This is an optimization exercise on Yosys and OpenROAD, whose aim is small area, a short achievable clock period and few clock cycles, not a production implementation. In this exercise RTL edits were held to simulation tests only and were not proved equivalent to the original.

$ cat flow/design.v
module pct_powmod #(
    parameter W = 128
) (
    input  wire         clk,
    input  wire         rst,         
    input  wire         start,       
    input  wire         base_neg,
    input  wire [W-1:0] base,
    input  wire         exp_neg,
    input  wire [W-1:0] expo,
    input  wire         mod_neg,
    input  wire [W-1:0] modulus,
    output wire         ready,
    output reg          done,        
    output wire [W-1:0] result,
    output reg          err
);
    localparam RW = W + 2;           
    localparam XW = W + 3;           
    localparam [2:0] S_IDLE = 3'd0,
                     S_PREP = 3'd1,  
                     S_INIT = 3'd2,  
                     S_RUN  = 3'd3,  
                     S_CPA  = 3'd4,  
                     S_FIXR = 3'd5,  
                     S_FIXC = 3'd6,  
                     S_ONE  = 3'd7;  
    localparam [1:0] MD_BRED = 2'd0, MD_SQR = 2'd1, MD_MUL = 2'd2;
    reg [2:0]    state;
    reg [1:0]    mode;
    reg          asel;               
    reg          fix;                
    reg          copy;               
    reg          uns;                
    reg          fl_bn, fl_en, fl_mn;
    reg [W-1:0]  m_r;                
    reg [6:0]    sh;                 
    reg [W-1:0]  e_r;                
    reg [7:0]    ecnt;               
    reg [W:0]    bm;                 
    reg [W:0]    res;                
    reg [RW-1:0] s_r, c_r;           
    reg [2:0]    qp;                 
    reg          dg1, dg2;           
    reg [8:0]    pos;                
    assign ready  = (state == S_IDLE);
    assign result = res[W-1:0];
    wire [XW-1:0] bext = {{(XW-W-1){res[W]}}, res};
    wire [W:0]    opa  = asel ? bm : res;
    wire          dc   = m_r[W-2];
    function [2:0] qsel;
        input [4:0] sx, cx;
        input       dcl;
        reg c0, c1, c2, c3, c4, s0, s1, s2, s3, s4, dc, o1, o2, on;
        reg new_n15, new_n16, new_n17, new_n18, new_n19, new_n20, new_n21, new_n22, new_n23, new_n24, new_n25, new_n26, new_n27, new_n28, new_n29, new_n30, new_n31, new_n32, new_n33, new_n34, new_n35, new_n36, new_n37, new_n38, new_n39, new_n40, new_n41, new_n42, new_n43, new_n44, new_n45, new_n46, new_n47, new_n48, new_n49, new_n50, new_n51, new_n52, new_n53, new_n54, new_n55, new_n56, new_n57, new_n58, new_n59, new_n60, new_n61, new_n62, new_n63, new_n64, new_n65, new_n66, new_n67, new_n68, new_n69, new_n70, new_n71, new_n72, new_n73, new_n74, new_n75, new_n76, new_n77, new_n78, new_n80, new_n81, new_n82, new_n83, new_n84, new_n85, new_n86, new_n87, new_n88, new_n89, new_n90, new_n91, new_n92, new_n93, new_n94, new_n95, new_n96, new_n97, new_n98, new_n100, new_n101, new_n102, new_n103, new_n104, new_n105, new_n106, new_n107, new_n108, new_n109, new_n110, new_n111, new_n112, new_n113;
        begin
            {c4, c3, c2, c1, c0} = cx;
            {s4, s3, s2, s1, s0} = sx;
            dc = dcl;
            new_n15 = ~c2 & ~s2;
            new_n16 = ~c1 & ~s1;
            new_n17 = c1 & s1;
            new_n18 = c0 & s0;
            new_n19 = ~new_n17 & ~new_n18;
            new_n20 = ~new_n16 & ~new_n19;
            new_n21 = new_n15 & ~new_n20;
            new_n22 = c3 & s3;
            new_n23 = c2 & s2;
            new_n24 = ~c0 & ~s0;
            new_n25 = ~new_n23 & ~new_n24;
            new_n26 = ~c3 & ~s3;
            new_n27 = ~new_n15 & ~new_n26;
            new_n28 = new_n17 & ~new_n25;
            new_n29 = new_n27 & new_n28;
            new_n30 = ~new_n22 & ~new_n29;
            new_n31 = ~new_n21 & ~new_n30;
            new_n32 = ~new_n15 & ~new_n18;
            new_n33 = new_n16 & ~new_n23;
            new_n34 = ~new_n32 & new_n33;
            new_n35 = ~s3 & new_n34;
            new_n36 = ~new_n16 & ~new_n24;
            new_n37 = ~new_n17 & ~new_n36;
            new_n38 = new_n23 & ~new_n37;
            new_n39 = ~s3 & ~new_n38;
            new_n40 = ~new_n34 & ~new_n39;
            new_n41 = ~c3 & ~new_n40;
            new_n42 = ~new_n31 & ~new_n35;
            new_n43 = ~new_n41 & new_n42;
            new_n44 = ~c4 & ~s4;
            new_n45 = c4 & s4;
            new_n46 = ~new_n44 & ~new_n45;
            new_n47 = ~new_n43 & new_n46;
            new_n48 = c3 & new_n38;
            new_n49 = s3 & ~new_n48;
            new_n50 = ~c3 & new_n15;
            new_n51 = ~new_n20 & new_n50;
            new_n52 = ~s3 & ~new_n51;
            new_n53 = new_n16 & new_n24;
            new_n54 = new_n17 & new_n18;
            new_n55 = ~new_n53 & ~new_n54;
            new_n56 = ~new_n52 & new_n55;
            new_n57 = ~new_n49 & new_n56;
            new_n58 = ~new_n46 & ~new_n57;
            new_n59 = ~new_n27 & new_n54;
            new_n60 = ~new_n22 & ~new_n23;
            new_n61 = new_n53 & ~new_n60;
            new_n62 = ~dc & ~new_n24;
            new_n63 = ~new_n18 & new_n62;
            new_n64 = ~new_n22 & new_n46;
            new_n65 = ~s2 & new_n24;
            new_n66 = new_n64 & new_n65;
            new_n67 = ~new_n15 & ~new_n23;
            new_n68 = s2 & new_n18;
            new_n69 = ~new_n26 & new_n68;
            new_n70 = new_n46 & new_n69;
            new_n71 = ~new_n63 & ~new_n67;
            new_n72 = ~new_n66 & new_n71;
            new_n73 = ~new_n70 & new_n72;
            new_n74 = ~new_n16 & ~new_n17;
            new_n75 = ~new_n73 & new_n74;
            new_n76 = ~new_n59 & ~new_n61;
            new_n77 = ~new_n75 & new_n76;
            new_n78 = ~new_n58 & new_n77;
            o1 = ~new_n47 & new_n78;
            new_n80 = ~dc & new_n19;
            new_n81 = new_n38 & ~new_n80;
            new_n82 = new_n26 & new_n81;
            new_n83 = ~new_n16 & new_n62;
            new_n84 = new_n21 & ~new_n83;
            new_n85 = new_n22 & new_n84;
            new_n86 = ~new_n21 & ~new_n38;
            new_n87 = dc & new_n19;
            new_n88 = new_n36 & new_n87;
            new_n89 = ~new_n86 & ~new_n88;
            new_n90 = ~new_n22 & ~new_n26;
            new_n91 = ~new_n89 & new_n90;
            new_n92 = new_n46 & ~new_n82;
            new_n93 = ~new_n85 & new_n92;
            new_n94 = ~new_n91 & new_n93;
            new_n95 = new_n22 & new_n81;
            new_n96 = new_n26 & new_n84;
            new_n97 = ~new_n46 & ~new_n95;
            new_n98 = ~new_n96 & new_n97;
            o2 = new_n94 | new_n98;
            new_n100 = ~new_n15 & new_n20;
            new_n101 = ~new_n46 & new_n60;
            new_n102 = ~new_n100 & new_n101;
            new_n103 = new_n17 & ~new_n24;
            new_n104 = ~new_n23 & ~new_n103;
            new_n105 = ~new_n15 & new_n46;
            new_n106 = ~new_n53 & new_n105;
            new_n107 = ~new_n104 & new_n106;
            new_n108 = ~new_n102 & ~new_n107;
            new_n109 = ~new_n26 & ~new_n108;
            new_n110 = new_n15 & new_n53;
            new_n111 = ~new_n26 & ~new_n46;
            new_n112 = ~new_n64 & ~new_n110;
            new_n113 = ~new_n111 & new_n112;
            on = new_n109 | new_n113;
            qsel = {o1, o2, on};
        end
    endfunction
    function [XW-1:0] mq2f;
        input [2:0]   q;
        input [W-1:0] m;
        reg   [RW-1:0] t;
        begin
            t = (({RW{q[2]}} & {2'b00, m}) | ({RW{q[1]}} & {1'b0, m, 1'b0}))
                ^ {RW{q[0]}};
            mq2f = {t, 1'b0};
        end
    endfunction
    function [XW-1:0] csa_s;
        input [XW-1:0] a, b, c;
        csa_s = a ^ b ^ c;
    endfunction
    function [XW-1:0] csa_c;
        input [XW-1:0] a, b, c;
        csa_c = {((a & b) | (a & c) | (b & c)), 1'b0};
    endfunction
    function [2:0] qof;
        input [XW-1:0] s, c;
        input          dcl;
        qof = qsel(s[XW-1:XW-5], c[XW-1:XW-5], dcl);
    endfunction
    function [2:0] pickq;
        input [2:0] q;
        input [2:0] vp2, vp1, vz, vm1, vm2;
        pickq = q[1] ? (q[0] ? vp2 : vm2) : q[2] ? (q[0] ? vp1 : vm1) : vz;
    endfunction
    wire [XW-1:0] a1b  = dg1 ? bext : {XW{1'b0}};
    wire [XW-1:0] mq0  = mq2f(qp, m_r);
    wire [XW-1:0] u_s  = csa_s({s_r, 1'b0}, {c_r, 1'b0}, mq0);
    wire [XW-1:0] u_c  = csa_c({s_r, 1'b0}, {c_r, 1'b0}, mq0) | {{(XW-2){1'b0}}, qp[0], 1'b0};
    wire [XW-1:0] x1_s = csa_s(u_s, u_c, a1b);
    wire [XW-1:0] x1_c = csa_c(u_s, u_c, a1b);
    wire [2:0]    q1r  = qof(x1_s, x1_c, dc);
    wire [2:0]    q1   = fix ? {!copy, 1'b0, !copy && !res[W]} : q1r;
    wire [XW-1:0] a2b  = dg2 ? bext : {XW{1'b0}};
    wire [XW-1:0] y2_s = csa_s({x1_s[XW-2:0], 1'b0}, {x1_c[XW-2:0], 1'b0}, a2b);
    wire [XW-1:0] y2_c = csa_c({x1_s[XW-2:0], 1'b0}, {x1_c[XW-2:0], 1'b0}, a2b);
    wire [XW-1:0] mq1  = mq2f(q1, m_r);
    wire [XW-1:0] x2_s = csa_s(y2_s, y2_c, mq1);
    wire [XW-1:0] x2_c = csa_c(y2_s, y2_c, mq1) | {{(XW-2){1'b0}}, q1[0], 1'b0};
    function [2:0] q2of;
        input [XW-1:0] ys, yc;
        input [2:0]    q;
        input [W-1:0]  m;
        input          dcl;
        q2of = qof(csa_s(ys, yc, mq2f(q, m)),
                   csa_c(ys, yc, mq2f(q, m)) | {{(XW-2){1'b0}}, q[0], 1'b0}, dcl);
    endfunction
    wire [2:0]    q2   = pickq(q1r,
                               q2of(y2_s, y2_c, 3'b011, m_r, dc),
                               q2of(y2_s, y2_c, 3'b101, m_r, dc),
                               q2of(y2_s, y2_c, 3'b000, m_r, dc),
                               q2of(y2_s, y2_c, 3'b100, m_r, dc),
                               q2of(y2_s, y2_c, 3'b010, m_r, dc));
    wire          cin = (state == S_PREP) || (state == S_ONE);
    function [RW-1:0] bkadd;
        input [RW-1:0] a, b;
        input          ci;
        reg   [RW:0]   g, p;
        integer        d, i;
        begin
            g = {a & b, ci};
            p = {a ^ b, 1'b0};
            for (d = 1; d <= RW; d = d * 2)
                for (i = 2 * d - 1; i <= RW; i = i + 2 * d) begin
                    g[i] = g[i] | (p[i] & g[i - d]);
                    p[i] = p[i] & p[i - d];
                end
            for (d = 1 << $clog2(RW); d >= 1; d = d / 2)
                for (i = 3 * d - 1; i <= RW; i = i + 2 * d) begin
                    g[i] = g[i] | (p[i] & g[i - d]);
                    p[i] = p[i] & p[i - d];
                end
            bkadd = (a ^ b) ^ g[RW-1:0];
        end
    endfunction
    wire [RW-1:0] cpa  = bkadd(s_r, c_r, 1'b0);
    wire [W:0]    half = {cpa[W+1:2], cpa[1] | cin};
    wire [7:0]    ecnt_m1 = ecnt - 8'd1;
    wire          bred = (mode == MD_BRED);
    function dsel;
        input [8:0] p;
        input       br;
        input [W:0] a;
        dsel = br ? (p == 9'd0) : !p[8] && a[p[7:0]];
    endfunction
    wire [8:0]    pos2 = pos - 9'd1;
    wire          dig1 = dsel(pos, bred, opa);
    wire          dig2 = dsel(pos2, bred, opa);
    wire [8:0]    lim  = bred ? 9'd0 - {2'b00, sh} : {2'b00, sh};
    wire [8:0]    p0   = bred ? (sh[0] ? 9'd1 : 9'd0) : (sh[0] ? 9'd127 : 9'd128);
    wire          idig1 = dsel(p0, bred, opa);
    wire          idig2 = dsel(p0 - 9'd1, bred, opa);
    wire          nxt_mul = (mode == MD_SQR) && e_r[W-1];
    wire [W:0]    a_new  = nxt_mul ? bm : half;
    wire [RW-1:0] hext   = {{(RW-W-1){half[W]}}, half};
    wire          sgn_n  = a_new[W];
    wire          ndig1  = sh[0] ? a_new[W-1] : a_new[W];
    wire          ndig2  = sh[0] ? a_new[W-2] : a_new[W-1];
    wire          nxt_fix = uns || (!nxt_mul && ((bred ? ecnt : ecnt_m1) == 8'd0));
    wire in_err = (fl_bn && res != 0) || (fl_en && e_r != 0) || fl_mn || m_r == 0;
    always @(posedge clk) begin
        if (state == S_RUN || state == S_FIXR) begin
            s_r <= x2_s[RW-1:0];
            c_r <= x2_c[RW-1:0];
        end else if (state == S_CPA && !nxt_fix && sgn_n) begin
            s_r <= ~hext;
            c_r <= {{(RW-1){1'b0}}, 1'b1};
        end else begin
            s_r <= {RW{1'b0}};
            c_r <= {RW{1'b0}};
        end
        if (rst) begin
            state <= S_IDLE;
            done  <= 1'b0;
            err   <= 1'b0;
        end else begin
            done <= 1'b0;
            case (state)
            S_IDLE: begin
                if (start) begin
                    m_r   <= modulus;
                    e_r   <= expo;
                    res   <= {1'b0, base};
                    fl_bn <= base_neg;
                    fl_en <= exp_neg;
                    fl_mn <= mod_neg;
                    sh    <= 7'd0;
                    ecnt  <= 8'd128;
                    mode  <= MD_BRED;
                    asel  <= 1'b0;
                    fix   <= 1'b0;
                    copy  <= 1'b0;
                    uns   <= 1'b0;
                    state <= S_PREP;
                end
            end
            S_PREP: begin
                if (in_err) begin
                    err   <= 1'b1;
                    done  <= 1'b1;
                    state <= S_IDLE;
                end else if (e_r == 0) begin
                    err   <= 1'b0;
                    res   <= half;               
                    done  <= 1'b1;
                    state <= S_IDLE;
                end else begin
                    err <= 1'b0;
                    if (!m_r[W-1]) begin
                        m_r <= m_r << 1;
                        sh  <= sh + 7'd1;
                    end
                    if (!m_r[W-1] || !e_r[W-1]) begin
                        if (!e_r[W-1]) begin
                            e_r  <= e_r << 1;
                            ecnt <= ecnt_m1;
                        end
                    end else begin
                        e_r   <= e_r << 1;
                        ecnt  <= ecnt_m1;
                        state <= S_INIT;
                    end
                end
            end
            S_INIT: begin
                dg1   <= idig1;
                dg2   <= idig2;
                qp    <= 3'b000;
                pos   <= p0 - 9'd2;
                state <= S_RUN;
            end
            S_RUN: begin
                dg1 <= dig1;
                dg2 <= dig2;
                qp  <= q2;
                pos <= pos - 9'd2;
                if (pos == lim - 9'd2)
                    state <= S_CPA;
            end
            S_CPA: begin
                res <= half;
                if (bred)
                    bm <= half;
                if (!nxt_mul && !bred) begin
                    e_r  <= e_r << 1;
                    ecnt <= ecnt_m1;
                end
                mode <= nxt_mul ? MD_MUL : MD_SQR;
                asel <= nxt_mul;
                qp   <= 3'b000;
                if (nxt_fix) begin
                    dg1   <= 1'b1;
                    dg2   <= 1'b0;
                    fix   <= 1'b1;
                    state <= S_FIXR;
                end else begin
                    dg1   <= ndig1;
                    dg2   <= ndig2;
                    pos   <= (sh[0] ? 9'd127 : 9'd128) - 9'd2;
                    state <= S_RUN;
                end
            end
            S_FIXR: begin
                fix   <= 1'b0;
                state <= S_FIXC;
            end
            S_FIXC: begin
                if (copy) begin
                    bm    <= half;
                    copy  <= 1'b0;
                    state <= S_ONE;
                end else begin
                    if (res[W] || !half[W])
                        res <= half;
                    if (uns || sh == 7'd0) begin
                        done  <= 1'b1;
                        state <= S_IDLE;
                    end else begin
                        copy  <= 1'b1;
                        fix   <= 1'b1;
                        state <= S_FIXR;
                    end
                end
            end
            S_ONE: begin
                res   <= half;               
                mode  <= MD_MUL;
                asel  <= 1'b1;
                uns   <= 1'b1;
                state <= S_INIT;
            end
            endcase
        end
    end
endmodule
$ cat flow/run.sh
#!/bin/bash
# synth_recipe.tcl (not shown) runs the flow's synth.tcl, then flattens the netlist and writes it again
# the make line also repeats each setting of config.mk as NAME=value (left out here)
make -C /OpenROAD-flow-scripts/flow DESIGN_CONFIG=/design/flow/config.mk WORK_HOME=/design/flow/orfs CLKGATE_MAP_FILE= SYNTH_SCRIPT=/design/flow/synth_recipe.tcl finish
$ cat flow/config.mk
export PLATFORM = sky130hd
export DESIGN_NAME = pct_powmod
export DESIGN_NICKNAME = pct_powmod
export VERILOG_FILES = /design/flow/design.v
export SDC_FILE = /design/flow/constraint.sdc
export NUM_CORES = 4
export LEC_CHECK = 0
export CAP_MARGIN = 20
export CORE_MARGIN = 2
export CORE_UTILIZATION = 55
export CTS_CLUSTER_DIAMETER = 60
export CTS_CLUSTER_SIZE = 20
export SETUP_SLACK_MARGIN = 5
export SLEW_MARGIN = 20
$ cat flow/constraint.sdc
create_clock -name core_clock -period 11.0 [get_ports {clk}]
set_input_delay 2.2000 -clock core_clock [delete_from_list [all_inputs] [get_ports {clk}]]
set_output_delay 2.2000 -clock core_clock [all_outputs]
set_load 0.01 [all_outputs]
==> reports/metrics.csv, run 1 <==
stage,metric,value,unit
drt,dr.pass1.iters,6,
clock_network,cts.sinks,816,
floorplanning,die_area,0.1167,sq mm
logic_synthesis,syn_area_per_cell,10.58,sq um
global_route,grt_pass1_vias,48840,
sta,final_hold_viol_count,0,
final_layout,synthToLayoutAreaGrowth,15.03,%
floorplanning,coreArea,0.1128,sq mm
sta,holdWs,0.5325,ns
status,outcome,no timing/DRC/antenna violations,
placed_design,io_buffers,520,
sta,fin_crit_sh,0.5489,
logic_synthesis,syn_nets,7090,
sta,fin_crit,6.038,ns
clock_network,clk_path_buf_depth,3,
setup_path,worst-path-max-fanout,47,
logic_synthesis,synth_edf_count,551,
drt,antenna_left,0,
placed_design,hpwl,148.5,mm
drt,routed_wl,213.6,mm
setup_path,cp.arrival,6.36,ns
sta,tightest_slew,1.341,ns
logic_synthesis,synthCells,5924,
final_layout,finish.utilization,0.6392,
global_route,grt_util_all_layers,0.3613,
flow_run,cap_violations,0,
logic_synthesis,ys.flop_type,edfxtp_1,
setup_path,cp_top_family,simple AND/OR/NAND/NOR gates,
logic_synthesis,async_reset_ff_frac,0,
final_layout,final_cell_mix,"nand2_1 (725), inv_1 (666), fa_1 (590)",
setup_path,crit_buf_inv,2,
logic_synthesis,synth_cell_types,79,
floorplanning,ioPinCount,521,
global_route,grt_overflow,0,
sta,final.setup.worst_slack,4.962,ns
sta,final_max_slew_viol_count,0,
logic_synthesis,ys_seq_area_frac,0.3486,
logic_synthesis,syn-cell-area,0.06269,sq mm
sta,setup_violations,0,
final_layout,n_fill_cell,9334,
setup_path,cpMostUsedCell,buf_4,
sta,fmax,165.6,MHz
sta,setup_tns,0,ns
drt,avgViaCountPerCell,6.288,
logic_synthesis,yosys_register_bits,816,
final_layout,finalNetCount,7342,
clock_network,clk_pin_slew,0.07,ns
clock_network,cts.htree.levels,3,
setup_path,crit_path_max_incr_delay,0.96,ns
sta,max-slew-margin-rel,0.1061,
final_layout,drive_gt1_frac,0.08726,
setup_path,worstPathCellList,nor4_1 > nand4_1 > nor3_1 > nand3_1 > a221o_1 > or3b_2 > o21ai_0 > nor4b_4 > buf_4 > buf_4,
global_route,grt_max_degree,130,
setup_path,worstSetupPathType,flop to flop,
floorplanning,die_h,341.6,microns
setup_path,slowest_stage,nor4_1,
global_route,grt_pass1_wl,314.5,mm
drt,vias,48820,
floorplanning,num_rows,123,
final_layout,final_common_cell,nand2_1,
drt,drt_iter0_markers,5496,
min_path,hp-class,flop to flop,
clock_network,cts_tree,yes,
setup_path,crit_path_start_kind,flop,
clock_network,root_buffer,clkbuf_16,
logic_synthesis,ys_warn_count,1,
placed_design,gp_congestion,0.9369,
floorplanning,die_w,341.6,microns
drt,drcViolationCount,0,
sta,rsz0062_at_grt,true,
clock_network,numCtsBuffers,96,
clock_network,ctsHoldBuffers,0,
drt,wl_per_cell,27.52,microns
floorplanning,start_util,0.5557,
setup_path,cp-end-kind,flop,
clock_network,clkLatencyLatePin,0.72,ns
sta,fin_skew,0.04580,ns
setup_path,worstPathRequired,11.32,ns
placed_design,pre_cts_ws,3.061,ns
global_route,antenna_found_initial,12,
cells by family (layout without fill, tap and decap cells):
group,Yosys count,after routing,synth area share
buffers and inverters,1137,1463,0.07716
multiplexers,258,264,0.06962
flip-flops,816,816,0.3486
AND/OR/NAND/NOR,1395,1396,0.1015
adder cells (fa/ha/maj),781,781,0.2267
other,0,7,0
XOR/XNOR,381,381,0.05335
AO/OA/AOI/OAI,1156,1156,0.1231
state kept, by name, summed over array words and instances (netlist names), 3 cells and up:
signal  count
state       3
pos         9
ecnt        8
m_r       128
bm        129
s_r       130
qp          3
e_r       128
res       129
c_r       130
sh          7
layer usage:
| layer | global-route usage | routed length (microns) | share of wire |
|---|---|---|---|
| met4 | 0.1394 | 9327 | 0.044 |
| met5 | 0 | 8 | 0.000037 |
| met3 | 0.08050 | 22950 | 0.11 |
| met2 | 0.5564 | 97070 | 0.45 |
| met1 | 0.5013 | 84280 | 0.39 |
synthesized netlist by cell type (7+ instances only):
| cell | instances | area share |
|---|---|---|
| mux2i_1 | 49 | 0.0078 |
| a22oi_1 | 259 | 0.031 |
| a22o_1 | 128 | 0.018 |
| xnor2_1 | 242 | 0.034 |
| a31o_2 | 12 | 0.0017 |
| a221oi_1 | 11 | 0.0015 |
| or3_1 | 12 | 0.0012 |
| o21bai_1 | 7 | 0.00084 |
| nor2_1 | 205 | 0.012 |
| fa_1 | 593 | 0.19 |
| a31oi_1 | 8 | 0.00080 |
| nand3_1 | 28 | 0.0022 |
| nor3b_1 | 7 | 0.00084 |
| a32oi_1 | 7 | 0.00098 |
| a211oi_1 | 19 | 0.0023 |
| dfxtp_1 | 265 | 0.085 |
| mux4_2 | 135 | 0.049 |
| nand2b_1 | 13 | 0.0013 |
| a21oi_1 | 175 | 0.014 |
| nor2b_1 | 10 | 0.0010 |
| nor3_1 | 44 | 0.0035 |
| and2_1 | 18 | 0.0018 |
| buf_1 | 33 | 0.0020 |
| ha_1 | 183 | 0.037 |
| inv_1 | 667 | 0.040 |
| o31ai_1 | 11 | 0.0013 |
| o22ai_1 | 22 | 0.0022 |
| nand4_1 | 50 | 0.0050 |
| xor2_1 | 138 | 0.019 |
| buf_2 | 26 | 0.0021 |
| a21o_1 | 76 | 0.0091 |
| edfxtp_1 | 551 | 0.26 |
| mux2_2 | 73 | 0.013 |
| o21ai_0 | 319 | 0.025 |
| nor4_1 | 110 | 0.011 |
| nand2_1 | 729 | 0.044 |
| buf_4 | 143 | 0.017 |
| o211ai_1 | 15 | 0.0018 |
| or2_2 | 10 | 0.0010 |
| and3_1 | 135 | 0.013 |
| o21a_1 | 7 | 0.00084 |
| clkbuf_1 | 266 | 0.016 |
| o221ai_1 | 17 | 0.0024 |
per-stage QoR:
step | instance area [sq um] | cells
4_1_cts | 71740 | 7740
6_report | 72110 | 7764
3_3_place_gp | 68210 | 7548
3_5_place_dp | 68210 | 7548
2_1_floorplan | 62740 | 5924
5_1_grt | 72110 | 7763
worst paths after layout:
check,cells past startpoint,slack (ns),start,endpoint
max,10,4.96,res[7],m_r[56]
min,2,0.53,err,err
max reg2reg,10,4.96,res[7],m_r[56]
min reg2reg,2,0.53,err,err
timing repair:
| item | in CTS | in global routing |
|---|---|---|
| pin swaps | 2 | 2 |
| setup buffers | 11 | 11 |
| gates cloned | 2 | 6 |
| endpoints found under the setup margin | 261 | 258 |
| resized for setup | 13 | 35 |
worst register-to-register path, cell delays in order, from the launching register on:
cell and delay (ns):
edfxtp_1 0.56, nor4_1 0.96, nand4_1 0.64, nor3_1 0.33
nand3_1 0.28, a221o_1 0.48, or3b_2 0.54, o21ai_0 0.18
nor4b_4 0.23, buf_4 0.56, buf_4 0.83
final cells by class:
type | instances | area [sq um] | area share
inverters | 669 | 2517 | 0.03491
clock inverters | 78 | 914.6 | 0.01268
diodes | 7 | 17.52 | 0.0002429
repair buffers | 615 | 6103 | 0.08464
flip-flops and latches | 816 | 21850 | 0.3031
well taps | 1500 | 1877 | 0.02603
multi-input cells | 3978 | 36390 | 0.5047
clock buffers | 101 | 2431 | 0.03371
Testbench counts, summed over its fixed seeds: cycles 1,014,592.
==> inputs of run 2 (changes only) <==
--- a/flow/config.mk
+++ b/flow/config.mk
@@ -7,8 +7,6 @@
 export LEC_CHECK = 0
 export CAP_MARGIN = 20
 export CORE_MARGIN = 2
-export CORE_UTILIZATION = 55
-export CTS_CLUSTER_DIAMETER = 60
-export CTS_CLUSTER_SIZE = 20
+export CORE_UTILIZATION = 35
 export SETUP_SLACK_MARGIN = 5
 export SLEW_MARGIN = 20
==> reports/metrics.csv, run 2 <==
stage,metric,value,unit,change
sta,tightest_slew,1.178,ns,-0.1625 ns
floorplanning,coreArea,0.1782,sq mm,+58%
placed_design,gp_congestion,0.9391,,+0.23%
drt,drt_iter0_markers,4929,,-10%
logic_synthesis,synth_edf_count,551,,unchanged
final_layout,finish.utilization,0.4122,,-0.2271
floorplanning,ioPinCount,521,,unchanged
sta,holdWs,0.5095,ns,-0.02308 ns
logic_synthesis,yosys_register_bits,816,,unchanged
logic_synthesis,synthTopCellsByArea,"edfxtp_1 (26%), fa_1 (19%), dfxtp_1 (8.5%)",,
clock_network,numCtsBuffers,100,,+4.2%
clock_network,root_buffer,clkbuf_16,,
drt,antenna_left,0,,unchanged
final_layout,reg_top3,"c_r: 130 flops, s_r: 130 flops",,
placed_design,io_buffers,520,,unchanged
clock_network,cts_tree,yes,,
final_layout,n_fill_cell,16980,,+82%
global_route,grt_max_degree,131,,+0.77%
sta,final_hold_viol_count,0,,unchanged
sta,final_max_slew_viol_count,0,,unchanged
setup_path,cp.arrival,6.43,ns,+0.07 ns
global_route,grt_pass1_wl,336.4,mm,+7.0%
logic_synthesis,synthCells,5924,,unchanged
sta,fin_crit,5.897,ns,-0.1414 ns
clock_network,cts.htree.levels,3,,unchanged
setup_path,cp-end-kind,flop,,
floorplanning,die_h,427.2,microns,+25%
sta,fmax,169.6,MHz,+2.4%
sta,setup_violations,0,,unchanged
floorplanning,die_area,0.1825,sq mm,+56%
logic_synthesis,ys_seq_area_frac,0.3486,,unchanged
logic_synthesis,async_reset_ff_frac,0,,unchanged
min_path,hp-class,flop to flop,,
clock_network,cts.sinks,816,,unchanged
final_layout,drive_gt1_frac,0.08598,,-0.001284
placed_design,hpwl,166.6,mm,+12%
sta,max-slew-margin-rel,0.2144,,+0.1083
sta,rsz0062_at_grt,true,,
clock_network,clk_pin_slew,0.06,ns,about the same
logic_synthesis,synth_cell_types,79,,unchanged
sta,fin_skew,0.04608,ns,+0.0002800 ns
global_route,grt_util_all_layers,0.2489,,-0.1124
setup_path,worstSetupPathType,flop to flop,,
clock_network,clk_path_buf_depth,3,,unchanged
clock_network,clkLatencyLatePin,0.75,ns,+0.03 ns
status,outcome,no timing/DRC/antenna violations,,
floorplanning,start_util,0.3517,,-0.2040
logic_synthesis,syn_area_per_cell,10.58,sq um,unchanged
flow_run,cap_violations,0,,unchanged
logic_synthesis,syn-cell-area,0.06269,sq mm,unchanged
drt,routed_wl,234.5,mm,+9.8%
final_layout,finalNetCount,7349,,+0.095%
drt,drcViolationCount,0,,unchanged
logic_synthesis,synth_common_cells,"nand2_1 (729), inv_1 (667), fa_1 (593)",,
sta,setup_tns,0,ns,unchanged
logic_synthesis,yosysMostFrequentCell,nand2_1,,
global_route,grt_overflow,0,,unchanged
floorplanning,num_rows,155,,+26%
sta,fin_crit_sh,0.5361,,-0.01285
drt,avgViaCountPerCell,5.666,,-9.9%
logic_synthesis,synth_top_area_share,0.2639,,unchanged
logic_synthesis,ys_warn_count,1,,unchanged
logic_synthesis,ys.flop_type,edfxtp_1,,
final_layout,final_cell_mix,"nand2_1 (726), inv_1 (666), fa_1 (588)",,
final_layout,synthToLayoutAreaGrowth,17.18,%,
setup_path,worstPathRequired,11.53,ns,+0.21 ns
floorplanning,die_w,427.2,microns,+25%
final_layout,final_common_cell,nand2_1,,
setup_path,crit_path_start_kind,flop,,
global_route,grt_pass1_vias,49660,,+1.7%
setup_path,worst-path-max-fanout,18,,-62%
global_route,antenna_found_initial,26,,+14
drt,dr.pass1.iters,7,,+1
drt,vias,48890,,+0.15%
logic_synthesis,yosys.area.top_type,edfxtp_1,,
logic_synthesis,syn_nets,7090,,unchanged
drt,wl_per_cell,27.18,microns,-1.2%
==> run 2: path summary, 6_finish.rpt <==
| path | to | cells after the start | start | slack, ns |
|---|---|---|---|---|
| worst max-delay path | qp[1] | 18 | qp[2] | 5.10 |
| worst min-delay path | err | 2 | err | 0.51 |
| worst max register to register | qp[1] | 18 | qp[2] | 5.10 |
| worst min register to register | err | 2 | err | 0.51 |
==> run 2: layout make-up <==
class / count / area [sq um] / area share
Inverter: 669 / 2517 / 0.03427
Timing Repair Buffer: 622 / 6376 / 0.08680
Clock inverter: 53 / 545.5 / 0.007426
Clock buffer: 135 / 2816 / 0.03834
Multi-Input combinational cell: 3974 / 36390 / 0.4954
Tap cell: 2355 / 2947 / 0.04011
Antenna cell: 5 / 12.51 / 0.0001703
Sequential cell: 816 / 21850 / 0.2975
==> run 2: through the flow <==
step | instances | cell area (sq um) | setup WS, ns
global route | 8625 | 73450 | 4.895
floorplan | 5924 | 62740 | 3.818
CTS | 8601 | 72980 | 5.006
global placement | 8395 | 69260 | 3.774
finish | 8629 | 73460 | 5.103
detailed placement | 8397 | 69290 | 3.595
==> run 2: critical path, cell delays in order, from the launching register on <==
cell and delay, ns:
edfxtp_1 0.43, clkbuf_16 0.25, a22oi_1 0.24, xnor2_1 0.11, fa_1 0.49, inv_1 0.05
fa_1 0.47, inv_1 0.05, fa_2 0.57, ha_1 0.81, a21oi_1 0.11, nor2b_2 0.31
nor2_1 0.11, o21ai_0 0.37, or2_2 0.20, mux2i_1 0.06, a221oi_1 0.53, o21ai_0 0.17
a311oi_2 0.36
==> run 2: logic make-up after synthesis <==
family / after synthesis / synth area share
AO/OA/AOI/OAI: 1156 / 0.1231
XOR/XNOR: 381 / 0.05335
multiplexers: 258 / 0.06962
AND/OR/NAND/NOR: 1395 / 0.1015
buffers and inverters: 1137 / 0.07716
adder cells (fa/ha/maj): 781 / 0.2267
flip-flops: 816 / 0.3486
==> run 2: repair_timing <==
| action | in CTS | in global routing |
|---|---|---|
| hold buffers | 0 | 0 |
| gates resized for setup | 26 | 31 |
| pin swaps | 2 | 5 |
| buffers inserted | 11 | 13 |
| gates cloned | 5 | 8 |
| endpoints found under the setup margin | 368 | 364 |
==> run 2: per-layer routing <==
layer  vias to the layer above  routed length (microns)  track usage
met1                     24540                    88480       0.3112
met5                         -                      241            0
li1                      21030                        -            -
met3                       615                    21420      0.04893
met4                        36                    18700       0.1704
met2                      2675                   105700       0.3889
==> inputs of run 3 (changes only) <==
==> flow/flow/run.sh (new file) <==
#!/bin/bash
set -euo pipefail
export SETUP_SLACK_MARGIN=6.5
export BUFFER_PORTS_ARGS="-buffer_cell sky130_fd_sc_hd__buf_1"
bash standard.sh > standard.log 2>&1
==> flow/standard.sh (new file) <==
#!/bin/bash
# synth_recipe.tcl (not shown) runs the flow's synth.tcl, then flattens the netlist and writes it again
# the make line also repeats each setting of config.mk as NAME=value (left out here)
make -C /OpenROAD-flow-scripts/flow DESIGN_CONFIG=/design/flow/config.mk WORK_HOME=/design/flow/orfs CLKGATE_MAP_FILE= SYNTH_SCRIPT=/design/flow/synth_recipe.tcl "${@:-finish}"
--- a/flow/config.mk
+++ b/flow/config.mk
@@ -8,5 +8,4 @@
 export CAP_MARGIN = 20
 export CORE_MARGIN = 2
 export CORE_UTILIZATION = 35
-export SETUP_SLACK_MARGIN = 5
 export SLEW_MARGIN = 20
removed: flow/run.sh
==> reports/metrics.csv, run 3 <==
stage,metric,value,unit,change
final_layout,multi_input_area,0.03903,sq mm,+7.2%
global_route,grt_util_all_layers,0.2651,,+0.01613
placed_design,hpwl,165.4,mm,-0.72%
global_route,antenna_found_initial,16,,-38%
sta,final.setup.worst_slack,5.703,ns,+0.5999 ns
final_layout,final_cell_mix,"nand2_1 (718), inv_1 (652), edfxtp_1 (551)",,
floorplanning,die_h,427.2,microns,unchanged
drt,avgViaCountPerCell,5.728,,+1.1%
clock_network,numCtsBuffers,98,,-2.0%
floorplanning,coreArea,0.1782,sq mm,unchanged
status,outcome,no timing/DRC/antenna violations,,
setup_path,cp.arrival,5.94,ns,-0.49 ns
floorplanning,ioPinCount,521,,unchanged
logic_synthesis,async_reset_ff_frac,0,,unchanged
sta,fin_crit,5.297,ns,-0.5999 ns
logic_synthesis,syn_nets,7090,,unchanged
flow_run,cap_violations,0,,unchanged
sta,fin_skew,0.04588,ns,-0.0002019 ns
logic_synthesis,yosys.area.top_type,edfxtp_1,,
final_layout,n_fill_cell,16870,,-0.59%
logic_synthesis,ys.flop_type,edfxtp_1,,
drt,wl_per_cell,28.07,microns,+3.3%
setup_path,crit_buf_inv,7,,+4
logic_synthesis,synth_common_cells,"nand2_1 (729), inv_1 (667), fa_1 (593)",,
setup_path,slowest_stage,fa_1,,
drt,drcViolationCount,0,,unchanged
drt,wl_met2,108.5,mm,+2.7%
setup_path,cp_top_family,adder cells,,
drt,vias,50310,,+2.9%
drt,antenna_left,0,,unchanged
setup_path,cpMostUsedCell,buf_12,,
global_route,grt_pass1_vias,50600,,+1.9%
clock_network,clk_pin_slew,0.06,ns,about the same
placed_design,pre_cts_ws,3.423,ns,-0.1713 ns
placed_design,io_buffers,520,,unchanged
global_route,grt_pass1_wl,353.7,mm,+5.1%
drt,routed_wl,246.5,mm,+5.1%
logic_synthesis,syn_area_per_cell,10.58,sq um,unchanged
final_layout,finalNetCount,7506,,+2.1%
floorplanning,start_util,0.3517,,unchanged
logic_synthesis,yosys_register_bits,816,,unchanged
final_layout,synthToLayoutAreaGrowth,19.22,%,
setup_path,worstPathCellList,buf_12 > a22oi_2 > xnor2_1 > fa_1 > inv_1 > fa_1 > inv_2 > ha_4 > nor2_4 > o21ai_4 > or3_1 > o31a_1 > a211o_1 > a222oi_1 > buf_4 > buf_6 > buf_12 > mux2_8 > buf_12 > a22oi_2 > xor2_1 > fa_2 > nand2_1 > o21ai_1,,
final_layout,drive_gt1_frac,0.1857,,+0.09976
sta,setup_violations,0,,unchanged
final_layout,ff_latch_area,0.02189,sq mm,+0.16%
clock_network,cts.htree.levels,3,,unchanged
logic_synthesis,synth_edf_count,551,,unchanged
drt,dr.pass1.iters,6,,-1
setup_path,crit_path_start_kind,flop,,
floorplanning,die_w,427.2,microns,unchanged
drt,dr_wl_met3,23.03,mm,+7.5%
placed_design,gp_congestion,0.9401,,+0.11%
sta,max-slew-margin-rel,0.1789,,-0.03546
logic_synthesis,yosysMostFrequentCell,nand2_1,,
logic_synthesis,syn-cell-area,0.06269,sq mm,unchanged
setup_path,worst-path-max-fanout,6,,-12
logic_synthesis,synthCells,5924,,unchanged
clock_network,clkLatencyLatePin,0.76,ns,about the same
sta,fin_crit_sh,0.4816,,-0.05454
setup_path,worstSetupPathType,flop to flop,,
floorplanning,die_area,0.1825,sq mm,unchanged
drt,wirelength_met1,91.29,mm,+3.2%
drt,top_layer,met5,,
final_layout,final_common_cell,nand2_1,,
min_path,hp-class,flop to flop,,
logic_synthesis,ys_seq_area_frac,0.3486,,unchanged
setup_path,cp-end-kind,flop,,
global_route,grt_max_degree,160,,+22%
global_route,grt_overflow,0,,unchanged
floorplanning,num_rows,155,,unchanged
setup_path,worstPathRequired,11.65,ns,+0.12 ns
logic_synthesis,synth_top_area_share,0.2639,,unchanged
clock_network,cts.sinks,816,,unchanged
logic_synthesis,synthTopCellsByArea,"edfxtp_1 (26%), fa_1 (19%), dfxtp_1 (8.5%)",,
final_layout,reg_top3,"c_r: 130 flops, s_r: 130 flops",,
clock_network,clk_path_buf_depth,3,,unchanged
sta,final_max_slew_viol_count,0,,unchanged
clock_network,cts_tree,yes,,
sta,final_hold_viol_count,0,,unchanged
setup_path,crit_path_max_incr_delay,0.56,ns,-0.25 ns
sta,fmax,188.8,MHz,+11%
sta,rsz0062_at_grt,true,,
sta,setup_tns,0,ns,unchanged
drt,drt_iter0_markers,4972,,+0.87%
logic_synthesis,synth_cell_types,79,,unchanged
logic_synthesis,ys_warn_count,1,,unchanged
clock_network,root_buffer,clkbuf_16,,
sta,tightest_slew,1.232,ns,+0.05319 ns
[run 3: cell types whose count changed in the layout (fill, tap and decap cells not counted), moves of 27 or more]
cell,previous run,this run
clkdlybuf4s50_1,520,0
buf_1,0,519
a22oi_1,259,128
a22oi_2,0,131
fa_1,588,457
fa_2,5,136
o21ai_0,316,189
o21ai_1,4,122
buf_4,73,166
and3_1,135,86
and3_4,0,49
ha_1,180,142
buf_12,7,37
ha_4,0,27
[run 3: path summary, 6_finish.rpt]
kind	startpoint	end	slack [ns]	depth (start not counted)
max	qp[2]	s_r[37]	5.70	24
min	err	err	0.51	2
max reg2reg	qp[2]	s_r[37]	5.70	24
min reg2reg	err	err	0.51	2
[run 3: timing repair]
action | CTS | global route
resized for setup | 290 | 274
buffers inserted | 113 | 52
setup endpoints to repair | 791 | 619
pin swaps | 72 | 90
hold buffers | 0 | 0
gates cloned | 32 | 3
[run 3: per-layer routing]
metal / vias to the layer above / track usage
li1: 21340 / -
met1: 25310 / 0.3272
met2: 2895 / 0.4025
met3: 745 / 0.05956
met4: 18 / 0.2052
met5: - / 0
[run 3: cells by family after synthesis]
family	after synthesis	share of synthesized area
fa+ha+maj	781	0.2267
simple gates	1395	0.1015
buf+inv	1137	0.07716
mux	258	0.06962
xor+xnor	381	0.05335
flops	816	0.3486
compound gates	1156	0.1231
[run 3: worst register-to-register path, delay by kind of cell (launching register included)]
kind / cells / cell delay, ns
buf+inv: 7 / 0.89
flops: 1 / 0.43
xor+xnor: 2 / 0.29
compound gates: 7 / 1.18
mux: 1 / 0.19
fa+ha+maj: 4 / 1.78
simple gates: 3 / 0.47
[run 3: metrics by stage]
| step | util | area (sq um) | instances | hold slack [ns] |
|---|---|---|---|---|
| after CTS | 0.4109 | 73240 | 8722 | 0.5069 |
| after global placement | 0.3739 | 66640 | 8394 | 0.4821 |
| after detailed placement | 0.3739 | 66650 | 8394 | 0.4970 |
| final | 0.4193 | 74740 | 8783 | 0.5062 |
| after global routing | 0.4193 | 74730 | 8781 | 0.5276 |
| after floorplan | - | 63610 | 5924 | 0.4980 |
[run 3: final cells by class]
| class | instances | area share |
|---|---|---|
| multi-input cells | 3983 | 0.5222 |
| diodes | 5 | 0.0001674 |
| well taps | 2355 | 0.03943 |
| inverters | 669 | 0.03385 |
| clock buffers | 129 | 0.03613 |
| flip-flops and latches | 816 | 0.2929 |
| clock inverters | 54 | 0.008320 |
| repair buffers | 772 | 0.06701 |
==> inputs of run 4 (changes only) <==
==> flow/flow/run.sh (replaced) <==
#!/bin/bash
set -euo pipefail
export SETUP_SLACK_MARGIN=6
export BUFFER_PORTS_ARGS="-buffer_cell sky130_fd_sc_hd__buf_1"
bash standard.sh > standard.log 2>&1
==> reports/metrics.csv, run 4 <==
stage,metric,value,unit,change
status,outcome,no timing/DRC/antenna violations,,
sta,fin_skew,0.06117,ns,+0.01529 ns
final_layout,finalNetCount,7460,,-0.61%
floorplanning,die_area,0.1825,sq mm,unchanged
placed_design,hpwl,168.9,mm,+2.1%
drt,drcViolationCount,0,,unchanged
clock_network,ctsHoldBuffers,0,,unchanged
setup_path,worstPathRequired,11.66,ns,about the same
drt,routed_wl,240.3,mm,-2.5%
floorplanning,ioPinCount,521,,unchanged
clock_network,cts_tree,yes,,
final_layout,final_cell_mix,"nand2_1 (724), inv_1 (652), edfxtp_1 (551)",,
sta,final_max_slew_viol_count,0,,unchanged
global_route,grt.met3_usage,0.05355,,-0.006006
clock_network,cts.sinks,816,,unchanged
clock_network,numCtsBuffers,102,,+4.1%
logic_synthesis,ys_seq_area_frac,0.3486,,unchanged
clock_network,clkLatencyLatePin,0.75,ns,about the same
sta,tightest_slew,1.336,ns,+0.1041 ns
setup_path,worst-path-max-fanout,8,,+2
flow_run,cap_violations,0,,unchanged
setup_path,crit_path_start_kind,flop,,
global_route,grt_util_all_layers,0.2558,,-0.009274
setup_path,r2r_slack,5.67,ns,-0.03 ns
floorplanning,die_h,427.2,microns,unchanged
drt,vias,50030,,-0.56%
floorplanning,num_rows,155,,unchanged
global_route,grt_overflow,0,,unchanged
final_layout,instances_no_fill,8743,,-0.46%
setup_path,cpMostUsedCell,buf_12,,
final_layout,reg_top3,"c_r: 130 flops, s_r: 130 flops",,
logic_synthesis,ys_warn_count,1,,unchanged
setup_path,cp-end-kind,flop,,
setup_path,slowest_stage,fa_2,,
sta,fmax,187.6,MHz,-0.62%
final_layout,finalInstanceArea,0.07388,sq mm,-1.1%
global_route,top_usage_layer,met2,,
logic_synthesis,syn_area_per_cell,10.58,sq um,unchanged
global_route,met2_usage,0.3911,,-0.01136
final_layout,n_fill_cell,17000,,+0.74%
min_path,hp-class,flop to flop,,
logic_synthesis,syn_nets,7090,,unchanged
clock_network,cts.htree.levels,3,,unchanged
setup_path,crit_buf_inv,7,,unchanged
floorplanning,die_w,427.2,microns,unchanged
logic_synthesis,syn-cell-area,0.06269,sq mm,unchanged
logic_synthesis,yosys_register_bits,816,,unchanged
sta,final_hold_viol_count,0,,unchanged
global_route,grt_pass1_wl,343.9,mm,-2.8%
clock_network,root_buffer,clkbuf_16,,
setup_path,cp.arrival,5.99,ns,+0.05 ns
sta,setup_tns,0,ns,unchanged
placed_design,pre_cts_ws,3.459,ns,+0.03571 ns
logic_synthesis,synthTopCellsByArea,"edfxtp_1 (26%), fa_1 (19%), dfxtp_1 (8.5%)",,
sta,setup_violations,0,,unchanged
drt,dr.pass1.iters,6,,unchanged
logic_synthesis,synth_cell_types,79,,unchanged
global_route,grt_max_degree,173,,+8.1%
global_route,grt_pass1_vias,50040,,-1.1%
global_route,use_met1,0.3236,,-0.003532
logic_synthesis,yosysMostFrequentCell,nand2_1,,
drt,avgViaCountPerCell,5.722,,-0.10%
floorplanning,start_util,0.3517,,unchanged
clock_network,clk_path_buf_depth,3,,unchanged
logic_synthesis,ys.flop_type,edfxtp_1,,
logic_synthesis,synth_edf_count,551,,unchanged
placed_design,placed_cell_area,0.06673,sq mm,+0.13%
setup_path,cp_top_family,adder cells,,
logic_synthesis,yosys.area.top_type,edfxtp_1,,
logic_synthesis,synth_top_area_share,0.2639,,unchanged
final_layout,drive_gt1_frac,0.1694,,-0.01636
placed_design,placed_cells,8404,,+0.12%
logic_synthesis,async_reset_ff_frac,0,,unchanged
drt,antenna_left,0,,unchanged
final_layout,final_common_cell,nand2_1,,
drt,wl_per_cell,27.49,microns,-2.1%
global_route,antenna_found_initial,20,,+4
sta,max-slew-margin-rel,0.1027,,-0.07624
floorplanning,coreArea,0.1782,sq mm,unchanged
placed_design,io_buffers,520,,unchanged
setup_path,worstPathCellList,buf_12 > a22oi_2 > xnor2_1 > fa_1 > inv_2 > fa_2 > inv_2 > ha_4 > nor2_4 > o21ai_2 > or3_1 > o31a_1 > a211o_1 > a222oi_1 > buf_4 > mux2_8 > buf_12 > buf_12 > buf_16 > a22oi_2 > xor2_2 > fa_2 > nand2_1 > o21ai_1,,
logic_synthesis,synth_common_cells,"nand2_1 (729), inv_1 (667), fa_1 (593)",,
logic_synthesis,synthCells,5924,,unchanged
sta,final.setup.worst_slack,5.670,ns,-0.03328 ns
setup_path,crit_path_max_incr_delay,0.59,ns,+0.03 ns
sta,fin_crit_sh,0.4846,,+0.003025
placed_design,gp_congestion,0.9306,,-1.0%
sta,rsz0062_at_grt,true,,
setup_path,worstSetupPathType,flop to flop,,
final_layout,synthToLayoutAreaGrowth,17.85,%,
clock_network,clk_pin_slew,0.06,ns,about the same
drt,drt_iter0_markers,5425,,+9.1%
sta,fin_crit,5.330,ns,+0.03328 ns
## run 4: worst paths after layout
path,from,end,depth (start not counted)
worst min-delay path,err,err,2
worst max-delay path,qp[1],s_r[66],24
worst max register to register,qp[1],s_r[66],24
worst min register to register,err,err,2
## run 4: area by class of cell
cell class                      count  area [sq um]  area share
Clock buffer                      127          2769     0.03748
Multi-Input combinational cell   3977         38400      0.5198
Inverter                          669          2534     0.03429
Tap cell                         2355          2947     0.03988
Timing Repair Buffer              728          4551     0.06159
Clock inverter                     65         808.3     0.01094
Sequential cell                   816         21850      0.2958
Antenna cell                        6         15.01   0.0002032
## run 4: worst min-delay path, stage by stage (launching register included)
cell,delay [ns]
dfxtp_1,0.31
nor2_1,0.09
nor3_1,0.05
## run 4: cells by family after synthesis
logic type / Yosys count / synth area share
DFF: 816 / 0.3486
AOI/OAI and AO/OA: 1156 / 0.1231
buffers and inverters: 1137 / 0.07716
adders and majority gates: 781 / 0.2267
and+or+nand+nor: 1395 / 0.1015
muxes: 258 / 0.06962
xor gates and xnor gates: 381 / 0.05335
## run 4: per-layer routing
layer | wire (microns) | vias up
met1 | 91790 | 25440
met5 | 129 | -
met3 | 21390 | 601
met4 | 19560 | 20
li1 | - | 21260
met2 | 107500 | 2717
## run 4: per-stage QoR
step / hold slack [ns] / util
floorplan: 0.4980 / -
global placement: 0.4830 / 0.3742
detailed placement: 0.4816 / 0.3744
CTS: 0.4943 / 0.4058
global route: 0.5270 / 0.4145
finish: 0.4944 / 0.4145
## run 4: timing repair
action / 4_1_cts / 5_1_grt
buffers inserted: 77 / 36
resized for setup: 189 / 272
setup endpoints to repair: 590 / 509
pin swaps: 49 / 64
gates cloned: 17 / 10
==> inputs of run 5 (changes only) <==
--- a/flow/config.mk
+++ b/flow/config.mk
@@ -7,5 +7,6 @@
 export LEC_CHECK = 0
 export CAP_MARGIN = 20
 export CORE_MARGIN = 2
-export CORE_UTILIZATION = 35
+export CORE_UTILIZATION = 50
+export CTS_BUF_LIST = sky130_fd_sc_hd__clkbuf_8
 export SLEW_MARGIN = 20
==> reports/metrics.csv, run 5 <==
stage,metric,value,unit,change
status,outcome,no timing/DRC/antenna violations,,
drt,dr.pass1.iters,8,,+2
clock_network,cts.sinks,816,,unchanged
setup_path,worstPathRequired,11.76,ns,+0.10 ns
sta,setup_violations,0,,unchanged
sta,fin_skew,0.08601,ns,+0.02484 ns
clock_network,numCtsBuffers,155,,+52%
logic_synthesis,synth-simple-area-share,0.1015,,unchanged
logic_synthesis,yosys_register_bits,816,,unchanged
sta,final_max_slew_viol_count,0,,unchanged
sta,rsz0062_at_grt,true,,
logic_synthesis,synthAdderAreaFrac,0.2267,,unchanged
global_route,grt_overflow,0,,unchanged
logic_synthesis,ys_seq_area_frac,0.3486,,unchanged
clock_network,root_buffer,clkbuf_8,,
drt,drcViolationCount,0,,unchanged
global_route,grt_util_all_layers,0.3583,,+0.1025
drt,routed_wl,232.7,mm,-3.2%
logic_synthesis,ys_warn_count,1,,unchanged
setup_path,worst-path-max-fanout,4,,-4
drt,avgViaCountPerCell,6.246,,+9.2%
logic_synthesis,synth_top_area_share,0.2639,,unchanged
drt,vias,50730,,+1.4%
logic_synthesis,syn_nets,7090,,unchanged
sta,fin_crit,5.335,ns,+0.005050 ns
logic_synthesis,synth_cell_types,79,,unchanged
final_layout,ff_latch_area,0.02185,sq mm,unchanged
floorplanning,die_w,358.1,microns,-16%
clock_network,cts.htree.levels,4,,+1
logic_synthesis,yosysMostFrequentCell,nand2_1,,
final_layout,final_common_cell,nand2_1,,
sta,tightest_slew,1.223,ns,-0.1131 ns
global_route,grt_pass1_wl,335.8,mm,-2.3%
sta,fin_crit_sh,0.4850,,about the same
placed_design,gp_congestion,0.9172,,-1.4%
min_path,hold_start,err,,
clock_network,clkLatencyLatePin,0.95,ns,+0.20 ns
min_path,hp-class,flop to flop,,
placed_design,pre_cts_ws,3.357,ns,-0.1018 ns
sta,fmax,187.4,MHz,about the same
drt,drt_iter0_markers,5672,,+4.6%
sta,setup_tns,0,ns,unchanged
floorplanning,num_rows,129,,-17%
logic_synthesis,async_reset_ff_frac,0,,unchanged
clock_network,cts_tree,yes,,
placed_design,hpwl,150.3,mm,-11%
logic_synthesis,synthMuxAreaShare,0.06962,,unchanged
logic_synthesis,syn_area_per_cell,10.58,sq um,unchanged
logic_synthesis,synthCells,5924,,unchanged
global_route,grt_pass1_vias,50460,,+0.84%
setup_path,cp-end-kind,flop,,
final_layout,synthToLayoutAreaGrowth,15.74,%,
logic_synthesis,synth_compound_area_frac,0.1231,,unchanged
final_layout,drive_gt1_frac,0.1751,,+0.005752
sta,max-slew-margin-rel,0.1791,,+0.07639
floorplanning,die_area,0.1282,sq mm,-30%
flow_run,cap_violations,0,,unchanged
setup_path,r2r-start,m_r[124],,
logic_synthesis,synth_xor_area_frac,0.05335,,unchanged
setup_path,crit_path_start_kind,flop,,
placed_design,io_buffers,520,,unchanged
sta,final_hold_viol_count,0,,unchanged
sta,final.setup.worst_slack,5.665,ns,-0.005050 ns
final_layout,final_cell_mix,"nand2_1 (725), inv_1 (710), edfxtp_1 (551)",,
logic_synthesis,synth_edf_count,551,,unchanged
final_layout,n_fill_cell,10730,,-37%
clock_network,ctsHoldBuffers,0,,unchanged
floorplanning,start_util,0.5051,,+0.1533
logic_synthesis,syn-cell-area,0.06269,sq mm,unchanged
setup_path,worstSetupPathType,flop to flop,,
floorplanning,die_h,358.1,microns,-16%
floorplanning,coreArea,0.1241,sq mm,-30%
final_layout,multi_input_area,0.03852,sq mm,+0.32%
logic_synthesis,synthTopCellsByArea,"edfxtp_1 (26%), fa_1 (19%), dfxtp_1 (8.5%)",,
global_route,antenna_found_initial,14,,-30%
final_layout,finalNetCount,7516,,+0.75%
floorplanning,ioPinCount,521,,unchanged
logic_synthesis,synth_common_cells,"nand2_1 (729), inv_1 (667), fa_1 (593)",,
logic_synthesis,synth_top_family_by_area,adder cells,,
setup_path,cp-startpoint,m_r[124],,
clock_network,clk_path_buf_depth,3,,unchanged
drt,antenna_left,0,,unchanged
drt,wl_per_cell,28.66,microns,+4.2%
sta,holdWs,0.4913,ns,-0.003136 ns
setup_path,cp.arrival,6.09,ns,+0.10 ns
clock_network,clk_pin_slew,0.07,ns,about the same
logic_synthesis,yosys.area.top_type,edfxtp_1,,
global_route,grt_max_degree,106,,-39%
final_layout,reg_top3,"c_r: 130 flops, s_r: 130 flops",,
logic_synthesis,ys.flop_type,edfxtp_1,,
## run 5: what timing repair did
action | 4_1_cts | 5_1_grt
gates resized for setup | 195 | 247
pin swaps | 64 | 57
setup endpoints to repair | 693 | 439
endpoints found under the hold margin | 0 | 0
cloned | 25 | 8
setup buffers | 91 | 28
## run 5: worst max-delay path, stage by stage (launching register included)
cell,delay [ns]
edfxtp_1,0.48
buf_6,0.16
a22oi_2,0.15
xnor2_1,0.10
fa_1,0.50
inv_2,0.04
fa_2,0.54
inv_2,0.06
ha_4,0.17
nor2_4,0.12
o21ai_4,0.08
or3_1,0.31
o31a_1,0.11
a211o_1,0.22
a222oi_1,0.33
buf_4,0.21
mux2_8,0.22
buf_12,0.17
buf_12,0.12
clkbuf_16,0.13
a22oi_2,0.07
xor2_1,0.23
fa_2,0.48
nand2_1,0.06
o21ai_1,0.07
## run 5: layout make-up
cell class,count,share of cell area
clock buffers,175,0.03320
well taps,1637,0.02823
flip-flops and latches,816,0.3012
multi-input cells,3984,0.5310
clock inverters,107,0.009553
diodes,10,0.0003449
repair buffers,724,0.06163
inverters,669,0.03489
## run 5: worst paths after layout
check / endpoint / slack [ns] / depth (start not counted)
worst max register to register: s_r[50] / 5.66 / 24
worst min-delay path: err / 0.49 / 2
worst min register to register: err / 0.49 / 2
worst max-delay path: s_r[50] / 5.66 / 24
## run 5: kinds of logic after synthesis
kind of cell | Yosys count
AOI/OAI and AO/OA | 1156
muxes | 258
xor gates and xnor gates | 381
buffers and inverters | 1137
adders and majority gates | 781
and+or+nand+nor | 1395
DFF | 816
## run 5: metal layers
| metal | vias to the layer above | track usage | part of all wire | wire length, microns |
|---|---|---|---|---|
| li1 | 21410 | - | - | - |
| met1 | 25660 | 0.4774 | 0.39 | 90370 |
| met2 | 3034 | 0.5445 | 0.45 | 104500 |
| met3 | 615 | 0.09511 | 0.11 | 25470 |
| met4 | 8 | 0.1737 | 0.053 | 12380 |
| met5 | - | 0 | 0.00023 | 53 |
## run 5: per-stage QoR
step                      instances    util  area, sq um
after global placement         7674  0.5295        65720
after CTS                      8072  0.5735        71190
after detailed placement       7674  0.5295        65720
final                          8122  0.5846        72560
after floorplan                5924       -        63560
after global routing           8120  0.5845        72550
==> inputs of run 6 (changes only) <==
--- a/flow/design.v
+++ b/flow/design.v
@@ -190,10 +190,10 @@
     endfunction
     wire [XW-1:0] a1b  = dg1 ? bext : {XW{1'b0}};
     wire [XW-1:0] mq0  = mq2f(qp, m_r);
-    wire [XW-1:0] u_s  = csa_s({s_r, 1'b0}, {c_r, 1'b0}, mq0);
-    wire [XW-1:0] u_c  = csa_c({s_r, 1'b0}, {c_r, 1'b0}, mq0) | {{(XW-2){1'b0}}, qp[0], 1'b0};
-    wire [XW-1:0] x1_s = csa_s(u_s, u_c, a1b);
-    wire [XW-1:0] x1_c = csa_c(u_s, u_c, a1b);
+    wire [XW-1:0] u_s  = csa_s({s_r, 1'b0}, {c_r, 1'b0}, a1b);
+    wire [XW-1:0] u_c  = csa_c({s_r, 1'b0}, {c_r, 1'b0}, a1b);
+    wire [XW-1:0] x1_s = csa_s(u_s, u_c, mq0);
+    wire [XW-1:0] x1_c = csa_c(u_s, u_c, mq0) | {{(XW-2){1'b0}}, qp[0], 1'b0};
     wire [2:0]    q1r  = qof(x1_s, x1_c, dc);
     wire [2:0]    q1   = fix ? {!copy, 1'b0, !copy && !res[W]} : q1r;
     wire [XW-1:0] a2b  = dg2 ? bext : {XW{1'b0}};
--- a/flow/config.mk
+++ b/flow/config.mk
@@ -7,6 +7,5 @@
 export LEC_CHECK = 0
 export CAP_MARGIN = 20
 export CORE_MARGIN = 2
-export CORE_UTILIZATION = 50
-export CTS_BUF_LIST = sky130_fd_sc_hd__clkbuf_8
+export CORE_UTILIZATION = 35
 export SLEW_MARGIN = 20
==> reports/metrics.csv, run 6 <==
stage,metric,value,unit,change
status,outcome,no timing/DRC/antenna violations,,
floorplanning,coreArea,0.1809,sq mm,+46%
setup_path,path_depth,15,,-38%
drt,avgViaCountPerCell,5.732,,-8.2%
drt,routed_wl,248.4,mm,+6.7%
logic_synthesis,ys_seq_area_frac,0.3423,,-0.006245
final_layout,finish.utilization,0.4040,,-0.1806
final_layout,synthToLayoutAreaGrowth,14.52,%,
setup_path,worstSetupPathType,flop to flop,,
setup_path,crit_buf_inv,3,,-4
logic_synthesis,yosys_register_bits,816,,unchanged
sta,final.setup.worst_slack,5.921,ns,+0.2563 ns
clock_network,cts_tree,yes,,
logic_synthesis,yosys.area.top_type,edfxtp_1,,
final_layout,final_cell_mix,"nand2_1 (875), inv_1 (691), fa_1 (568)",,
setup_path,worstPathRequired,11.49,ns,-0.27 ns
sta,final_hold_viol_count,0,,unchanged
setup_path,cpMostUsedCell,inv_1,,
setup_path,slowest_stage,xor2_1,,
placed_design,pre_cts_ws,3.641,ns,+0.2837 ns
global_route,grt.met3_usage,0.05811,,-0.03700
setup_path,worstSetupEndpoint,qp[1],,
sta,fin_crit_sh,0.4617,,-0.02330
min_path,hp-class,flop to flop,,
final_layout,finalInstanceArea,0.07310,sq mm,+0.75%
final_layout,reg_top3,"c_r: 130 flops, s_r: 130 flops",,
final_layout,n_fill_cell,17490,,+63%
clock_network,clkLatencyLatePin,0.77,ns,-0.18 ns
sta,final_max_slew_viol_count,0,,unchanged
drt,dr.pass1.iters,6,,-2
setup_path,r2r-start,dg1,,
logic_synthesis,synth_edf_count,551,,unchanged
drt,vias,51290,,+1.1%
logic_synthesis,synth_top_area_share,0.2592,,-0.004729
setup_path,worstPathCellList,buf_12 > and2_1 > fa_1 > inv_1 > fa_2 > inv_1 > ha_1 > xnor2_1 > xnor2_2 > xor2_1 > mux2i_1 > a32oi_1 > and3_1 > a21oi_2 > o22ai_2,,
clock_network,root_buffer,clkbuf_16,,
setup_path,worstRegToRegCells,15,,-38%
setup_path,crit_path_max_incr_delay,0.93,ns,+0.39 ns
final_layout,final_common_cell,nand2_1,,
placed_design,io_buffers,520,,unchanged
logic_synthesis,ys.flop_type,edfxtp_1,,
logic_synthesis,async_reset_ff_frac,0,,unchanged
clock_network,cts.htree.levels,3,,-1
final_layout,finalNetCount,7656,,+1.9%
clock_network,cts.sinks,816,,unchanged
clock_network,numCtsBuffers,98,,-37%
clock_network,clk_pin_slew,0.07,ns,about the same
sta,max-slew-margin-rel,0.2120,,+0.03290
clock_network,clk_path_buf_depth,3,,unchanged
global_route,grt_pass1_vias,51500,,+2.0%
global_route,grt_max_degree,114,,+7.5%
sta,tightest_slew,1.182,ns,-0.04057 ns
logic_synthesis,yosysMostFrequentCell,nand2_1,,
sta,fin_crit,5.079,ns,-0.2563 ns
global_route,grt_pass1_wl,352.4,mm,+4.9%
drt,drt_iter0_markers,5554,,-2.1%
logic_synthesis,syn_nets,7310,,+3.1%
placed_design,hpwl,172.9,mm,+15%
floorplanning,start_util,0.3528,,-0.1523
drt,wl_per_cell,27.76,microns,-3.1%
global_route,top_usage_layer,met2,,
placed_design,placed_cell_area,0.06718,sq mm,+2.2%
logic_synthesis,synth_common_cells,"nand2_1 (879), inv_1 (703), fa_1 (593)",,
logic_synthesis,syn-cell-area,0.06383,sq mm,+1.8%
setup_path,r2r_slack,5.92,ns,+0.26 ns
run 6: cell count changes after synthesis, sizes merged, moves of 22 or more:
cell	change
a21o	-33
a31oi	+22
buf	+36
clkbuf	-25
inv	+38
mux2	-71
nand2	+150
o21ai	+57
xnor2	-49
xor2	+43
run 6: cell families (layout without fill, tap and decap cells):
family | count (synthesis) | in the layout | synth area share
AOI/OAI and AO/OA | 1214 | 1214 | 0.1335
xor gates and xnor gates | 377 | 377 | 0.05239
adders and majority gates | 781 | 781 | 0.2226
buffers and inverters | 1186 | 1615 | 0.08156
DFF | 816 | 816 | 0.3423
muxes | 183 | 184 | 0.05404
other | 0 | 4 | 0
and+or+nand+nor | 1587 | 1587 | 0.1135
run 6: layout make-up:
type	instances	area (sq um)	share of cell area
Clock inverter	69	754.5	0.01032
Clock buffer	115	2546	0.03483
Inverter	707	2695	0.03687
Timing Repair inverter	1	8.758	0.0001198
Sequential cell	816	21850	0.2990
Antenna cell	4	10.01	0.0001369
Timing Repair Buffer	723	4418	0.06044
Multi-Input combinational cell	4143	37850	0.5178
Tap cell	2370	2965	0.04056
run 6: timing repair:
action	4_1_cts	5_1_grt
buffers inserted	35	45
resized for setup	150	116
setup endpoints to repair	698	394
gates cloned	17	14
pin swaps	23	50
hold buffers	0	0
run 6: metal layers:
layer,part of all wire,up-vias
met3,0.098,697
met4,0.083,26
li1,-,21870
met5,0.00069,-
met1,0.38,25910
met2,0.44,2790
run 6: how the worst min path moves through the flow:
stage | from | to | slack, ns | cells after the start
finish | err | err | 0.50 | 2
global route | err | err | 0.53 | 2
CTS | err | err | 0.50 | 2
detailed placement | err | err | 0.48 | 2
global placement | err | err | 0.49 | 2
floorplan | sh[0] | pos[0] | 0.45 | 0
run 6: worst register-to-register path, cell delays in order, from the launching register on:
cell and delay (ns):
edfxtp_1 0.46, buf_12 0.18, and2_1 0.21, fa_1 0.52, inv_1 0.06, fa_2 0.37, inv_1 0.19, ha_1 0.33
xnor2_1 0.19, xnor2_2 0.55, xor2_1 0.93, mux2i_1 0.28, a32oi_1 0.08, and3_1 0.25, a21oi_2 0.12, o22ai_2 0.11
run 6: stage by stage:
step	hold WS (ns)	cells
after global placement	0.4900	8648
after floorplan	0.4523	6144
after global routing	0.5332	8945
after CTS	0.4966	8885
final	0.4992	8948
after detailed placement	0.4846	8649
Testbench counts of run 6, summed over its fixed seeds: cycles 1,014,592.

==> afterwards: timing with drivers on the ports <==
Ports are ideal in the flow. The routed layouts listed here were re-timed in OpenROAD. Step 1 (the two cells are an assumption about what drives the block):
set clk [get_ports {clk}]
set_driving_cell -lib_cell sky130_fd_sc_hd__clkbuf_16 $clk
set_driving_cell -lib_cell sky130_fd_sc_hd__buf_2 [delete_from_list [all_inputs] $clk]
Step 2 moves the port delays by t, midway between the first and last clock arrival at a register: inputs arrive t later, outputs are due t later. That takes back most of the time a late clock gives input paths. Slacks: no drivers / after step 1 / after step 2; pairs: no drivers / after step 1.
run	t, ns	setup WS [ns]	latest minus earliest clock arrival (ns)	worst register clock-pin slew, ns
run 1	0.770	4.962 / 4.962 / 4.962	0.046 / 0.046	0.09 / 0.09
run 2	0.819	5.103 / 5.103 / 5.103	0.046 / 0.047	0.07 / 0.07
run 3	0.814	5.703 / 5.703 / 5.703	0.046 / 0.046	0.07 / 0.07
run 4	0.804	5.670 / 5.670 / 5.670	0.061 / 0.061	0.07 / 0.07
run 5	0.978	5.665 / 5.665 / 5.665	0.086 / 0.086	0.07 / 0.07
run 6	0.823	5.921 / 5.921 / 5.921	0.063 / 0.064	0.07 / 0.07
After both steps every run listed still meets setup and hold.
